Background: an optimization exercise with open tools, aiming at small area, a short achievable clock period and few clock cycles. Do not read the settings as production practice.
At most, simulation tests tie the RTL to the original design; equivalence was not proved.
Power and IR drop assume default switching activity.

## fcsu
module fcsu (
    input  wire        clk,
    input  wire        rst,
    input  wire        h_valid,
    output wire        h_ready,
    input  wire        h_write,
    input  wire        h_word,
    input  wire [17:0] h_addr,
    input  wire [31:0] h_wdata,
    output wire        h_done,
    output wire [31:0] h_rdata,
    output reg         in_en,
    output reg         in_we,
    output reg  [3:0]  in_wmask,
    output reg  [11:0] in_addr,
    output reg  [31:0] in_wdata,
    input  wire [31:0] in_rdata,
    output reg         out_en,
    output reg         out_we,
    output reg  [3:0]  out_wmask,
    output reg  [11:0] out_addr,
    output reg  [31:0] out_wdata,
    input  wire [31:0] out_rdata
);
==> flow/config.mk <==
export PLATFORM = sky130hd
export DESIGN_NAME = fcsu
export DESIGN_NICKNAME = fcsu
export VERILOG_FILES = /design/flow/design.v
export SDC_FILE = /design/flow/constraint.sdc
export NUM_CORES = 4
export LEC_CHECK = 0
export ABC_CLOCK_PERIOD_IN_PS = 2000
export CAP_MARGIN = 20
export CORE_MARGIN = 2
export CORE_UTILIZATION = 50
export PLACE_DENSITY = 0.65
export SETUP_SLACK_MARGIN = 4.0
export SLEW_MARGIN = 20
==> flow/constraint.sdc <==
create_clock -name core_clock -period 10.0 [get_ports {clk}]
set_input_delay 2.0000 -clock core_clock [delete_from_list [all_inputs] [get_ports {clk}]]
set_output_delay 2.0000 -clock core_clock [all_outputs]
set_load 0.01 [all_outputs]
standard.sh (not shown) runs the stock make flow with config.mk's settings and CLKGATE_MAP_FILE= SYNTH_SCRIPT=/design/flow/synth_recipe.tcl, a recipe that flattens the netlist after the stock synthesis.
==> flow/flow/run.sh <==
#!/bin/bash
# The standard layout (the standard.sh: standard synthesis, floorplan,
# placement, CTS, routing), with two changes to how cells are chosen:
# - the port buffers are plain buf_2 cells instead of the delay buffer
#   buffer_ports picks by default;
# - timing repair may swap a cell for one of another footprint.
# ORFS's own logs stay under orfs/logs; the make output goes to standard.log.
set -euo pipefail
bash standard.sh MATCH_CELL_FOOTPRINT=0 "BUFFER_PORTS_ARGS=-buffer_cell sky130_fd_sc_hd__buf_2" finish > standard.log 2>&1
Next try:
--- a/flow/design.v
+++ b/flow/design.v
@@ -40,16 +40,17 @@
     localparam [3:0] S_DEC2 = 4'd4;    
     localparam [3:0] S_NXW  = 4'd5;    
     localparam [3:0] S_NX2  = 4'd6;    
     localparam [3:0] S_ENC0 = 4'd7;    
     localparam [3:0] S_DIV  = 4'd8;    
     reg [3:0]  state;
     reg        mflag;      
     reg        rdv;        
+    reg        el;         
     reg        rrg;        
     reg [5:0]  ra;         
     reg [1:0]  lane;       
     reg [31:0] type_r, item_r, tlen_r, hdr_r, width_r, soff_r, slen_r;
     reg [13:0] in_len;
     reg [13:0] out_len;
     reg [3:0]  status;
     reg [15:0] r_hdr;
@@ -203,17 +204,18 @@
     wire        rdb      = (state == S_RDB);
     wire [1:0]  rsel     = rdb ? lane : su_o;
     wire [63:0] rot2     = {in_rdata, in_rdata} >> {rsel, 3'b000};
     wire [31:0] rot      = rot2[31:0];
     wire [7:0]  out_byte = out_rdata[8*lane +: 8];
     wire        enc      = (state == S_ENC);
     wire [11:0] k        = out_len[11:0];
     wire [13:0] k_inc    = out_len + 14'd1;
-    wire        enc_last = ({k, mflag, 1'b0} >= in_len);
+    wire        enc_last = el;
+    wire        el_next  = ({k_inc[11:0], mflag, 1'b0} >= in_len);
     wire        div      = (state == S_DIV);
     wire [2:0]  div_t    = {lane, su_count[13]};
     wire        div_q    = (div_t >= 3'd3);
     wire        div_last = (su_pos[3:0] == 4'd13);
     reg  slow_op;
     always @(*) begin
         case (opcode)
             3'd3:    slow_op = ctrl_ok;
@@ -250,26 +252,25 @@
             default: done_c = 1'b0;
         endcase
     end
     assign h_ready = idle;
     assign h_done  = done_c;
     assign h_rdata = !rdb ? fast_rdata :
                      rrg  ? reg_rdata :
                      {24'd0, rdv ? (mflag ? out_byte : rot[7:0]) : 8'd0};
-    reg [11:0] eng_addr;
+    wire        eng_k    = enc || state == S_ENC0;
+    wire [11:0] eng_base = eng_k ? k : su_p[13:2];
+    wire        eng_inc  = enc ? mflag : (!eng_k && su_rv);
+    reg  [11:0] eng_addr;
+    integer b;
     always @(*) begin
-        if (enc || state == S_ENC0)
-            eng_addr = (enc && mflag) ? k_inc[11:0] : k;
-        else if (state == S_DEC1)
-            eng_addr = 12'd0;
-        else if (su_rv)
-            eng_addr = su_pn[13:2];      
-        else
-            eng_addr = su_p[13:2];
+        for (b = 0; b < 12; b = b + 1)
+            eng_addr[b] = (state != S_DEC1) &&
+                          (eng_base[b] ^ (eng_inc && ((eng_base & ((12'd1 << b) - 12'd1)) == ((12'd1 << b) - 12'd1))));
     end
     always @(*) begin
         in_en    = host_in || enc || state == S_ENC0 || state == S_DEC1 ||
                    su_fetch2 || su_fetch;
         in_we    = host_sel && h_write;
         in_wmask = h_word ? 4'hF : (4'b0001 << h_addr[1:0]);
         in_wdata = h_word ? h_wdata : {4{h_wdata[7:0]}};
         in_addr  = host_sel ? h_addr[13:2] : eng_addr;
@@ -317,16 +318,20 @@
                 S_DEC1:  state <= S_DEC2;
                 S_NXW:   if (su_rv) state <= su_span ? S_NX2 : S_IDLE;
                 S_DIV:   if (div_last) state <= S_IDLE;
                 default: state <= S_IDLE;
             endcase
         end
     end
     always @(posedge clk) begin
+        if (op_ctrl || op_data)
+            el <= (opcode == 3'd3) ? (in_len == 14'd0) : (in_len <= 14'd2);
+        else if (enc)
+            el <= el_next;
         if (acc)
             mflag <= op_data || (!h_write && a_out);
         if (acc) begin
             rdv <= !h_write && (a_in || a_out);
             rrg <= !h_write && a_reg;
             ra  <= a_off;
         end
         if (acc || div)
The changed run ran to the end with no violations.
Global-route usage shrinks by 2.3 points.
Maximum frequency increases by 0.48%.
Power fell by 2.5%.
Final area hardly moves.
Cell count goes up by about 1.2%.
Sequential power hardly moves.
Critical path depth is lower by 2.
Clock skew shrinks by 0.016 ns.
First-iteration DRC count decreases by 6.6%.
Sequential share of layout area rose by 0.14 points.
Core utilization falls by 0.28 points.
Clock power decreases by about 5%.
Sequential cell count came out higher by 1.
Worst setup slack improved by 0.029 ns.
Testbench counts after the change, summed over its fixed seeds: cycles 126,101.
For the first run of this note, only the layout was checked, not whether the RTL still works.

---

## v39
fcsu, a different RTL version from the one above (not shown whole).
Size: about 250 I/O pins.
Design fcsu, start of the top module:
module fcsu (
    input  wire        clk,
    input  wire        rst,
    input  wire        h_valid,
    output wire        h_ready,
    input  wire        h_write,
    input  wire        h_word,
    input  wire [17:0] h_addr,
    input  wire [31:0] h_wdata,
    output wire        h_done,
    output wire [31:0] h_rdata,
    output reg         in_en,
    output reg         in_we,
    output reg  [3:0]  in_wmask,
    output reg  [11:0] in_addr,
    output reg  [31:0] in_wdata,
    input  wire [31:0] in_rdata,
    output reg         out_en,
    output reg         out_we,
    output reg  [3:0]  out_wmask,
    output reg  [11:0] out_addr,
    output reg  [31:0] out_wdata,
    input  wire [31:0] out_rdata
);
export LEC_CHECK = 0
export CAP_MARGIN = 20
export CORE_MARGIN = 2
export CORE_UTILIZATION = 50
export CTS_BUF_LIST = sky130_fd_sc_hd__clkbuf_8
export CTS_CLUSTER_DIAMETER = 60
export CTS_CLUSTER_SIZE = 10
export PLACE_DENSITY = 0.65
export SETUP_SLACK_MARGIN = 4.5
export SLEW_MARGIN = 20
create_clock -name core_clock -period 10.0 [get_ports {clk}]
==> flow/flow/run.sh <==
#!/bin/bash
# The standard layout (the standard.sh: standard synthesis, floorplan,
# placement, CTS, routing), with changes to which cells are chosen only:
# - the port buffers are plain buf_2 cells instead of the delay buffer
#   buffer_ports picks by default;
# - timing repair may swap a cell for one of another footprint;
# - besides the platform's don't-use cells, the slow wide OR / NOR gates
#   (or4 or4b or4bb or3 or3b nor4 nor4b nor4bb) are not used, so that wide address decodes map to
#   NAND / NOR trees.
# ORFS's own logs stay under orfs/logs; the make output goes to standard.log.
set -euo pipefail
PLATFORM_DONT_USE="sky130_fd_sc_hd__probe_p_8 sky130_fd_sc_hd__probec_p_8 sky130_fd_sc_hd__lpflow_bleeder_1 sky130_fd_sc_hd__lpflow_clkbufkapwr_1 sky130_fd_sc_hd__lpflow_clkbufkapwr_16 sky130_fd_sc_hd__lpflow_clkbufkapwr_2 sky130_fd_sc_hd__lpflow_clkbufkapwr_4 sky130_fd_sc_hd__lpflow_clkbufkapwr_8 sky130_fd_sc_hd__lpflow_clkinvkapwr_1 sky130_fd_sc_hd__lpflow_clkinvkapwr_16 sky130_fd_sc_hd__lpflow_clkinvkapwr_2 sky130_fd_sc_hd__lpflow_clkinvkapwr_4 sky130_fd_sc_hd__lpflow_clkinvkapwr_8 sky130_fd_sc_hd__lpflow_decapkapwr_12 sky130_fd_sc_hd__lpflow_decapkapwr_3 sky130_fd_sc_hd__lpflow_decapkapwr_4 sky130_fd_sc_hd__lpflow_decapkapwr_6 sky130_fd_sc_hd__lpflow_decapkapwr_8 sky130_fd_sc_hd__lpflow_inputiso0n_1 sky130_fd_sc_hd__lpflow_inputiso0p_1 sky130_fd_sc_hd__lpflow_inputiso1n_1 sky130_fd_sc_hd__lpflow_inputiso1p_1 sky130_fd_sc_hd__lpflow_inputisolatch_1 sky130_fd_sc_hd__lpflow_isobufsrc_1 sky130_fd_sc_hd__lpflow_isobufsrc_16 sky130_fd_sc_hd__lpflow_isobufsrc_2 sky130_fd_sc_hd__lpflow_isobufsrc_4 sky130_fd_sc_hd__lpflow_isobufsrc_8 sky130_fd_sc_hd__lpflow_isobufsrckapwr_16 sky130_fd_sc_hd__lpflow_lsbuf_lh_hl_isowell_tap_1 sky130_fd_sc_hd__lpflow_lsbuf_lh_hl_isowell_tap_2 sky130_fd_sc_hd__lpflow_lsbuf_lh_hl_isowell_tap_4 sky130_fd_sc_hd__lpflow_lsbuf_lh_isowell_4 sky130_fd_sc_hd__lpflow_lsbuf_lh_isowell_tap_1 sky130_fd_sc_hd__lpflow_lsbuf_lh_isowell_tap_2 sky130_fd_sc_hd__lpflow_lsbuf_lh_isowell_tap_4 "
EXTRA_DONT_USE=" sky130_fd_sc_hd__or4_1 sky130_fd_sc_hd__or4_2 sky130_fd_sc_hd__or4_4 sky130_fd_sc_hd__or4b_1 sky130_fd_sc_hd__or4b_2 sky130_fd_sc_hd__or4b_4 sky130_fd_sc_hd__or4bb_1 sky130_fd_sc_hd__or4bb_2 sky130_fd_sc_hd__or4bb_4 sky130_fd_sc_hd__or3_1 sky130_fd_sc_hd__or3_2 sky130_fd_sc_hd__or3_4 sky130_fd_sc_hd__or3b_1 sky130_fd_sc_hd__or3b_2 sky130_fd_sc_hd__or3b_4 sky130_fd_sc_hd__nor4_1 sky130_fd_sc_hd__nor4_2 sky130_fd_sc_hd__nor4_4 sky130_fd_sc_hd__nor4b_1 sky130_fd_sc_hd__nor4b_2 sky130_fd_sc_hd__nor4b_4 sky130_fd_sc_hd__nor4bb_1 sky130_fd_sc_hd__nor4bb_2 sky130_fd_sc_hd__nor4bb_4"
bash standard.sh MATCH_CELL_FOOTPRINT=0 "BUFFER_PORTS_ARGS=-buffer_cell sky130_fd_sc_hd__buf_2" \
    "DONT_USE_CELLS=$PLATFORM_DONT_USE $EXTRA_DONT_USE" finish > standard.log 2>&1
Testbench counts of v39, summed over its fixed seeds: cycles 126,101.
The following lists how v34 was set up differently from v39:
--- a/flow/design.v
+++ b/flow/design.v
@@ -85,19 +85,18 @@
     endfunction
     wire        idle    = (state == S_IDLE);
     wire        acc     = h_valid && idle;
     wire        a_reg   = (h_addr[17:8] == 10'd0);
     wire        a_in    = (h_addr[17:14] == 4'b0100) && (h_addr[13:0] < 14'd8196);
     wire        a_out   = (h_addr[17:14] == 4'b1000) && (h_addr[13:0] < 14'd8194);
     wire        a_inw   = (h_addr[17:14] == 4'b0100);
     wire        a_outw  = (h_addr[17:14] == 4'b1000);
-    wire        a_fast  = (a_off == 6'h01) || (a_off == 6'h0A) ||
-                          (a_off >= 6'h0B && a_off <= 6'h13) ||
-                          (a_off == 6'h16) || (a_off == 6'h18);
+    wire        a_fast  = (a_off == 6'h01) || (a_off == 6'h0A) || (a_off == 6'h11) ||
+                          (a_off == 6'h13) || (a_off == 6'h16) || (a_off == 6'h18);
     wire [5:0]  a_off   = h_addr[7:2];
     wire        legal   = (h_wdata[31:3] == 29'd0);
     wire [2:0]  opcode  = h_wdata[2:0];
     wire        wr_reg  = acc && h_write && a_reg;
     wire        cmd_go  = wr_reg && (a_off == 6'h00);
     wire        cmd_ok  = cmd_go && legal;
     wire        op_pack = cmd_ok && (opcode == 3'd1);
     wire        op_unp  = cmd_ok && (opcode == 3'd2);
@@ -173,40 +172,36 @@
             6'h02: reg_rdata = type_r;
             6'h03: reg_rdata = item_r;
             6'h04: reg_rdata = tlen_r;
             6'h05: reg_rdata = hdr_r;
             6'h06: reg_rdata = width_r;
             6'h07: reg_rdata = soff_r;
             6'h08: reg_rdata = slen_r;
             6'h09: reg_rdata = {18'd0, in_len};
+            6'h0B: reg_rdata = {30'd0, rd_kind};
+            6'h0C: reg_rdata = {29'd0, rd_type};
+            6'h0D: reg_rdata = {16'd0, rd_item};
+            6'h0E: reg_rdata = {16'd0, rd_seq};
+            6'h0F: reg_rdata = {29'd0, rd_boff};
+            6'h10: reg_rdata = {18'd0, rd_blen};
+            6'h12: reg_rdata = {18'd0, rd_declen};
             6'h14: reg_rdata = {10'd0, su_width, 5'd0, su_bps, 7'd0, su_armed};
             6'h15: reg_rdata = {18'd0, su_off};
             6'h17: reg_rdata = {18'd0, su_pos};
             6'h19: reg_rdata = 32'h4643_5301;
             6'h1A: reg_rdata = 32'd8196;
             default: reg_rdata = 32'd0;
         endcase
     end
     wire [63:0] fd = 64'd1 << a_off;
-    wire        f_c  = (fd[13] && !(rd_type[2] && rd_type[1:0] != 2'd0)) ||
-                       (fd[14] && rd_type == 3'd5);
-    wire        f_h  = fd[17] || (fd[18] && m_t && !r_esc);
-    wire        f_dc = fd[18] && m_t && r_esc;
     wire [31:0] fast_rdata =
         ({32{fd[1]}}  & {28'd0, status}) |
         ({32{fd[10]}} & {18'd0, out_len}) |
-        ({32{fd[11]}} & {30'd0, rd_kind}) |
-        ({32{fd[12]}} & {29'd0, rd_type}) |
-        ({32{f_c}}    & {16'd0, r_c}) |
-        ({32{fd[15]}} & {29'd0, rd_boff}) |
-        ({32{fd[16]}} & {18'd0, rd_blen}) |
-        ({32{fd[17]}} & {16'd0, r_hdr[15:13], 13'd0}) |
-        ({32{f_h}}    & {19'd0, r_hdr[12:0]}) |
-        ({32{f_dc}}   & 32'd8194) |
+        ({32{fd[17]}} & {16'd0, r_hdr}) |
         ({32{fd[19]}} & {31'd0, r_esc}) |
         ({32{fd[22]}} & {18'd0, su_count}) |
         ({32{fd[24]}} & su_sample);
     wire        rdb      = (state == S_RDB);
     wire [1:0]  rsel     = rdb ? lane : su_o;
     wire [63:0] rot2     = {in_rdata, in_rdata} >> {rsel, 3'b000};
     wire [31:0] rot      = rot2[31:0];
     wire [7:0]  out_byte = out_rdata[8*lane +: 8];
==> results.txt <==
Largest incremental delay on the critical path in v34 vs v39: up 160 ps
Compared with v39, v34 is the more power-hungry design.
Wire length of v34 exceeds that of v39 by more than 10%.
Number of buffers other than clock buffers in the final layout in v34 is about 1.2% higher than in v39
Looking at detailed-routed wire length on met3, v34 sits above v39.
Testbench counts of v34, summed over its fixed seeds: cycles 126,997.

---

alpha:
Another version of the RTL of fcsu (not shown whole).
Size: ~2400 cells after synthesis, ~250 I/O pins, about 0.025 mm^2 of cells after synthesis.
==> flow/design.v (excerpt) <==
module fcsu (
    input  wire        clk,
    input  wire        rst,
    input  wire        h_valid,
    output wire        h_ready,
    input  wire        h_write,
    input  wire        h_word,
    input  wire [17:0] h_addr,
    input  wire [31:0] h_wdata,
    output wire        h_done,
    output wire [31:0] h_rdata,
    output reg         in_en,
    output reg         in_we,
    output reg  [3:0]  in_wmask,
    output reg  [11:0] in_addr,
    output reg  [31:0] in_wdata,
    input  wire [31:0] in_rdata,
    output reg         out_en,
    output reg         out_we,
    output reg  [3:0]  out_wmask,
    output reg  [11:0] out_addr,
    output reg  [31:0] out_wdata,
    input  wire [31:0] out_rdata
);
clock: 10.0 ns
lec_check: 0
cap_margin: 20
core_margin: 2
core_utilization: 50
place_density: 0.65
setup_slack_margin: 4.5
slew_margin: 20
==> flow/flow/run.sh <==
#!/bin/bash
# The standard layout (the standard.sh: standard synthesis, floorplan,
# placement, CTS, routing), with two changes to how cells are chosen:
# - the port buffers are plain buf_2 cells instead of the delay buffer
#   buffer_ports picks by default;
# - timing repair may swap a cell for one of another footprint.
# ORFS's own logs stay under orfs/logs; the make output goes to standard.log.
set -euo pipefail
bash standard.sh MATCH_CELL_FOOTPRINT=0 "BUFFER_PORTS_ARGS=-buffer_cell sky130_fd_sc_hd__buf_2" finish > standard.log 2>&1
Setup changes, alpha to beta
--- a/flow/design.v
+++ b/flow/design.v
@@ -173,43 +173,43 @@
             6'h06: reg_rdata = width_r;
             6'h07: reg_rdata = soff_r;
             6'h08: reg_rdata = slen_r;
             6'h09: reg_rdata = {18'd0, in_len};
             6'h14: reg_rdata = {10'd0, su_width, 5'd0, su_bps, 7'd0, su_armed};
             6'h15: reg_rdata = {18'd0, su_off};
             6'h17: reg_rdata = {18'd0, su_pos};
             6'h19: reg_rdata = 32'h4643_5301;
             6'h1A: reg_rdata = 32'd8196;
             default: reg_rdata = 32'd0;
         endcase
     end
-    reg [31:0] fast_rdata;
-    always @(*) begin
-        case (a_off)
-            6'h01: fast_rdata = {28'd0, status};
-            6'h0A: fast_rdata = {18'd0, out_len};
-            6'h0B: fast_rdata = {30'd0, rd_kind};
-            6'h0C: fast_rdata = {29'd0, rd_type};
-            6'h0D: fast_rdata = {16'd0, rd_item};
-            6'h0E: fast_rdata = {16'd0, rd_seq};
-            6'h0F: fast_rdata = {29'd0, rd_boff};
-            6'h10: fast_rdata = {18'd0, rd_blen};
-            6'h11: fast_rdata = {16'd0, r_hdr};
-            6'h12: fast_rdata = {18'd0, rd_declen};
-            6'h13: fast_rdata = {31'd0, r_esc};
-            6'h16: fast_rdata = {18'd0, su_count};
-            6'h18: fast_rdata = su_sample;
-            default: fast_rdata = 32'd0;
-        endcase
-    end
+    wire [63:0] fd = 64'd1 << a_off;
+    wire        f_c  = (fd[13] && !(rd_type[2] && rd_type[1:0] != 2'd0)) ||
+                       (fd[14] && rd_type == 3'd5);
+    wire        f_h  = fd[17] || (fd[18] && m_t && !r_esc);
+    wire        f_dc = fd[18] && m_t && r_esc;
+    wire [31:0] fast_rdata =
+        ({32{fd[1]}}  & {28'd0, status}) |
+        ({32{fd[10]}} & {18'd0, out_len}) |
+        ({32{fd[11]}} & {30'd0, rd_kind}) |
+        ({32{fd[12]}} & {29'd0, rd_type}) |
+        ({32{f_c}}    & {16'd0, r_c}) |
+        ({32{fd[15]}} & {29'd0, rd_boff}) |
+        ({32{fd[16]}} & {18'd0, rd_blen}) |
+        ({32{fd[17]}} & {16'd0, r_hdr[15:13], 13'd0}) |
+        ({32{f_h}}    & {19'd0, r_hdr[12:0]}) |
+        ({32{f_dc}}   & 32'd8194) |
+        ({32{fd[19]}} & {31'd0, r_esc}) |
+        ({32{fd[22]}} & {18'd0, su_count}) |
+        ({32{fd[24]}} & su_sample);
     wire        rdb      = (state == S_RDB);
     wire [1:0]  rsel     = rdb ? lane : su_o;
     wire [63:0] rot2     = {in_rdata, in_rdata} >> {rsel, 3'b000};
     wire [31:0] rot      = rot2[31:0];
     wire [7:0]  out_byte = out_rdata[8*lane +: 8];
     wire        enc      = (state == S_ENC);
     wire [11:0] k        = out_len[11:0];
     wire [13:0] k_inc    = out_len + 14'd1;
     wire        enc_last = el;
     wire        el_next  = ({k_inc[11:0], mflag, 1'b0} >= in_len);
     wire        div      = (state == S_DIV);
     wire [2:0]  div_t    = {lane, su_count[13]};
@@ -218,25 +218,25 @@
     reg  slow_op;
     always @(*) begin
         case (opcode)
             3'd3:    slow_op = 1'b1;     
             3'd4:    slow_op = 1'b1;
             3'd5:    slow_op = 1'b1;
             3'd6:    slow_op = start_div;
             3'd7:    slow_op = nx_slow;
             default: slow_op = 1'b0;
         endcase
     end
     wire wr_slow   = h_write && (h_addr[17:16] == 2'd0) && (a_off == 6'h00) && slow_op;
-    wire rd_slow   = !h_write && !(a_reg && a_fast);
+    wire rd_slow   = !h_write && (a_inw || a_outw || !a_fast);
     wire nx_look   = acc && h_write && (a_off == 6'h00) && (opcode == 3'd7);
     wire host_in   = acc && a_inw;
     wire host_sel  = idle && h_addr[16];     
     wire fast_done = acc && !wr_slow && !rd_slow;
     wire real_slow = (op_ctrl && ctrl_ok) || (op_data && data_ok) || op_dec ||
                      (op_next && nx_slow) || (op_strt && start_div);
     wire to_rdb    = acc && (rd_slow || (wr_slow && !real_slow));
     wire nx_step1  = (op_next && su_more && su_rv) || (state == S_NXW && su_rv);
     wire nx_step2  = (state == S_NX2);
     wire nx_fin    = (nx_step1 && !su_span) || nx_step2;
     wire su_fetch  = su_armed && !su_rv && ((idle && !h_addr[16]) || state == S_NXW);
     wire su_fetch2 = nx_look && su_more && su_rv && su_span;    
@@ -247,25 +247,25 @@
             S_IDLE:  done_c = fast_done;
             S_RDB:   done_c = 1'b1;
             S_ENC:   done_c = enc_last;
             S_DEC2:  done_c = 1'b1;
             S_NXW:   done_c = su_rv && !su_span;
             S_NX2:   done_c = 1'b1;
             S_DIV:   done_c = div_last;
             default: done_c = 1'b0;
         endcase
     end
     assign h_ready = idle;
     assign h_done  = done_c;
-    assign h_rdata = !rdb ? fast_rdata :
+    assign h_rdata = !rdb ? (a_reg ? fast_rdata : 32'd0) :
                      rrg  ? reg_rdata :
                      {24'd0, rdv ? (mflag ? out_byte : rot[7:0]) : 8'd0};
     wire        eng_k    = enc || state == S_ENC0;
     wire [11:0] eng_base = eng_k ? k : su_p[13:2];
     wire        eng_inc  = enc ? mflag : (!eng_k && su_rv);
     reg  [11:0] eng_addr;
     integer b;
     always @(*) begin
         for (b = 0; b < 12; b = b + 1)
             eng_addr[b] = (state != S_DEC1) &&
                           (eng_base[b] ^ (eng_inc && ((eng_base & ((12'd1 << b) - 12'd1)) == ((12'd1 << b) - 12'd1))));
     end
- Final cell area: beta below alpha
- [beta vs alpha] switching power: lower in beta
- Any difference in die width between alpha and beta is small enough to ignore.
- Power consumed by sequential cells of beta is on par with alpha.
- Compare alpha and beta | sequential cell area fraction in the yosys report lower: alpha
- Of alpha and beta, the run reporting the lower internal power of the cells was beta.
No run of this note included a check of the RTL's function; only the layout flow was run.

## separate check: timing with driven ports
How much do the figures lean on ideal ports? The routed layouts below were timed once more, with nothing changed but the port constraints. Step 1 (the two cells are an assumption about what drives the block):
set clk [get_ports {clk}]
set_driving_cell -lib_cell sky130_fd_sc_hd__clkbuf_16 $clk
set_driving_cell -lib_cell sky130_fd_sc_hd__buf_2 [delete_from_list [all_inputs] $clk]
Step 2 times the ports against the registers' clock, not the clock port: input delays grow and output delays shrink by t, the midpoint of the rising clock arrivals with the driver on. Three values: no drivers, after step 1, after step 2; two values: the first two.
| run | shift t [ns] | slack for setup (ns) | clock arrival spread, ns |
|---|---|---|---|
| the first run of note 1 | 0.660 | 4.025 / 3.964 / 3.548 | 0.054 / 0.054 |
| the second run of note 1 | 0.653 | 4.054 / 3.990 / 3.849 | 0.037 / 0.038 |
| v39 | 0.720 | 4.398 / 4.331 / 4.331 | 0.046 / 0.045 |
| v34 | 0.758 | 4.390 / 4.329 / 4.102 | 0.062 / 0.062 |
| alpha | 0.664 | 4.302 / 4.228 / 4.020 | 0.030 / 0.030 |
| beta | 0.665 | 4.124 / 4.094 / 4.094 | 0.035 / 0.035 |
After both steps setup and hold are still met in every run listed. For the first run of note 1, which loses most, drivers alone change the setup slack by -0.061 ns; drivers and shift together by -0.477 ns.
